What follows belongs to an exercise in optimizing a design on an open flow for small area, a short achievable clock period and few clock cycles per item; a production flow would make more cautious choices.
Power and IR drop assume default switching activity.

## lfp16_mcu
module lfp16_mcu (
    input  wire        clk,
    input  wire        rst,         
    input  wire        cmd_valid,
    output wire        cmd_ready,
    input  wire [63:0] cmd,
    output reg         rsp_valid,
    input  wire        rsp_ready,
    output wire [63:0] rsp
);
For scale: about 590 cells after synthesis, about 26 flip-flops, about 130 I/O pins.
Settings: LEC_CHECK=0, CAP_MARGIN=20, CORE_MARGIN=2, CORE_UTILIZATION=40, SETUP_SLACK_MARGIN=3.0, SLEW_MARGIN=20; clock period 6.0 ns.
run.sh (not shown) runs the stock make flow with config.mk's settings and CLKGATE_MAP_FILE= SYNTH_SCRIPT=/design/flow/synth_recipe.tcl, a recipe that flattens the netlist after the stock synthesis.
The first run produced a clean layout.
Then changed:
Settings changed: SETUP_SLACK_MARGIN 3.0 to not set.
The new run completed without violations.
Final area shrinks by 16%.
Die area stays the same.
Hold slack gets worse by 0.017 ns.
Sequential cell count stays the same.
Clock skew hardly moves.
Count of clock-buffer cells in the layout is unchanged.
Critical path depth is unchanged.
Via count shrinks by 6.7%.
Sequential power hardly moves.
Global-route usage shrinks by 2.1 points.
Then changed:
Settings changed: SETUP_SLACK_MARGIN set to 2.0.
What happened:
- worst setup slack improved by 0.65 ns
- global-route usage grows by 1.9 points
- design area went up by 19%
- first-iteration DRC count fell by 3.1%
- routed wire length climbs by 13%
- synthesized cell count does not change
- core utilization is higher by 9.8 points
- sequential cell count stays the same
- synthesized area is unchanged
- combinational power went up by 40%
Then changed:
Settings changed: GPL_TIMING_DRIVEN set to 0, SETUP_SLACK_MARGIN 2.0 to not set.
=> Critical path depth falls by 2; clock skew stays flat; non-clock buffer count falls by 2.
No functional check of the RTL was part of any run of this note.


lfp16_mcu, a different RTL version from the one above (not shown whole).
Size: about 0.0036 mm^2 of cells after synthesis.
==> flow/config.mk <==
export PLATFORM = sky130hd
export DESIGN_NAME = lfp16_mcu
export DESIGN_NICKNAME = lfp16_mcu
export VERILOG_FILES = /design/flow/design.v
export SDC_FILE = /design/flow/constraint.sdc
export NUM_CORES = 4
export LEC_CHECK = 0
export CAP_MARGIN = 20
export CORE_MARGIN = 2
export CORE_UTILIZATION = 40
export SETUP_SLACK_MARGIN = 2.0
export SLEW_MARGIN = 20
==> flow/constraint.sdc <==
create_clock -name core_clock -period 6.0 [get_ports {clk}]
set_input_delay 1.2000 -clock core_clock [delete_from_list [all_inputs] [get_ports {clk}]]
set_output_delay 1.2000 -clock core_clock [all_outputs]
set_load 0.01 [all_outputs]
standard.sh (not shown) runs the stock make flow with config.mk's settings and CLKGATE_MAP_FILE= SYNTH_SCRIPT=/design/flow/synth_recipe.tcl, a recipe that flattens the netlist after the stock synthesis.
==> flow/flow/run.sh <==
#!/bin/bash
# Own flow: the standard layout (standard.sh), except
#  - synthesis (flow/mysynth.tcl) maps with flow/abc.script; the registers
#    are those of the standard synthesis;
#  - every port still gets its buffer, but a plain sky130 buf_1 instead of
#    the delay cell buffer_ports picks by default;
#  - flow/opts.sh may set further options (see there).
# Each tool's output goes to a log file here (synth.log, layout.log).
set -euo pipefail
W=$(pwd)
export MY_ABC_SCRIPT="$W/flow/abc.script"
export MY_ABC_D=
export BUFFER_PORTS_ARGS="-buffer_cell sky130_fd_sc_hd__buf_1"
if [[ -f "$W/flow/opts.sh" ]]; then source "$W/flow/opts.sh"; fi
make -C "$FLOW_HOME" DESIGN_CONFIG="$W/config.mk" WORK_HOME="$W/orfs" CLKGATE_MAP_FILE= \
  SYNTH_SCRIPT="$W/flow/mysynth.tcl" synth > "$W/synth.log" 2>&1
bash standard.sh finish > "$W/layout.log" 2>&1
==> flow/flow/abc.script <==
strash
dc2
dch -f
map -D 1200
topo
stime -p
==> flow/flow/mysynth.tcl <==
# The standard synthesis (synth_recipe.tcl), with only the ABC mapping call
# replaced: flow/abc.script (MY_ABC_SCRIPT) instead of the ORFS speed script,
# and, when MY_NO_FA is set, no extraction of full/half adder cells.
proc synth {args} { yosys synth -nofsm -noshare {*}$args }
proc abc {args} {
  set out {}
  set skip 0
  foreach a $args {
    if {$skip} { set skip 0; continue }
    if {$a eq "-script" || $a eq "-D"} { set skip 1; continue }
    lappend out $a
  }
  if {[info exists ::env(MY_ABC_SCRIPT)] && $::env(MY_ABC_SCRIPT) ne ""} {
    lappend out -script $::env(MY_ABC_SCRIPT)
  }
  if {[info exists ::env(MY_ABC_D)] && $::env(MY_ABC_D) ne ""} {
    lappend out -D $::env(MY_ABC_D)
  }
  puts "abc call: $out"
  yosys abc {*}$out
}
if {[info exists ::env(MY_NO_FA)] && $::env(MY_NO_FA) ne ""} { set ::env(ADDER_MAP_FILE) "" }
source $::env(SCRIPTS_DIR)/synth.tcl
# left out here: clear keep_hierarchy, flatten, clean up, hide names made inside functions, write 1_2_yosys.v
==> flow/flow/opts.sh <==
# keep the single tie cell synthesis makes for the constant outputs
export SKIP_REPAIR_TIE_FANOUT=1
Then changed:
==> flow/flow/abc.script (replaced) <==
strash
dc2
dch -f
map -D 900
topo
buffer -p
upsize -D 900
dnsize -D 900
stime -p
What happened: The new run finished with timing, DRC and antenna clean. Synthesized cell count is higher by a few percent. Total power drops by a few percent. Utilization goes down by 1.4 points. Worst setup slack improved by 0.026 ns. Clock power is lower by about a fifth. Global-route usage went down by 1.2 points. Combinational power is about the same. Via count went up by a few percent. Count of clock-buffer cells in the layout stays the same.
Then changed:
==> flow/flow/abc.script (replaced) <==
strash
dc2
dch -f
map -D 1200
topo
buffer -p
upsize -D 1200
dnsize -D 1200
stime -p
Outcome: The new run ran to the end with no violations. Clock skew barely changes. Sequential cell count stays the same. Via count shrinks by 4.6%. Final area goes down by 1.6%. Non-clock buffer count is higher by 2. Count of clock-buffer cells in the layout goes up by 1. Maximum frequency grows by 1.3%. Wire length rose by 0.41%. Hold slack is worse by 0.0044 ns.
Function was not checked in any run of this note: the RTL went through the layout flow alone.

-- separate check: timing with driven ports --
No port has a modelled driver above. Below, the same layouts with a new extraction and two added sets of constraints. Step 1 (the two cells are an assumption about what drives the block):
set clk [get_ports {clk}]
set_driving_cell -lib_cell sky130_fd_sc_hd__clkbuf_16 $clk
set_driving_cell -lib_cell sky130_fd_sc_hd__buf_2 [delete_from_list [all_inputs] $clk]
Step 2, shift: input delay + t, output delay - t, t = (earliest + latest rising clock arrival at the registers) / 2. This alone moves slack from input paths to output paths. a / b / c = ideal ports / drivers / drivers and shift; a / b = the first two.
| run | shift t [ns] | setup slack, ns | cell pins on the clock port's net |
|---|---|---|---|
| the first run of note 1 | 0.287 | 0.906 / 0.889 / 0.602 | 1 |
| the second run of note 1 | 0.284 | 0.258 / 0.253 / -0.031 | 1 |
| the third run of note 1 | 0.296 | 0.908 / 0.903 / 0.607 | 1 |
| the fourth run of note 1 | 0.284 | 0.142 / 0.140 / -0.144 | 1 |
| the first run of note 2 | 0.308 | 2.182 / 2.186 / 1.879 | 1 |
| the second run of note 2 | 0.318 | 2.209 / 2.203 / 1.903 | 1 |
| the third run of note 2 | 0.314 | 2.259 / 2.259 / 1.954 | 1 |
Met with ideal ports but missed after step 2: setup timing in the second run of note 1 and the fourth run of note 1. For the second run of note 2, which loses most, drivers alone change the setup slack by -0.006 ns; drivers and shift together by -0.306 ns.
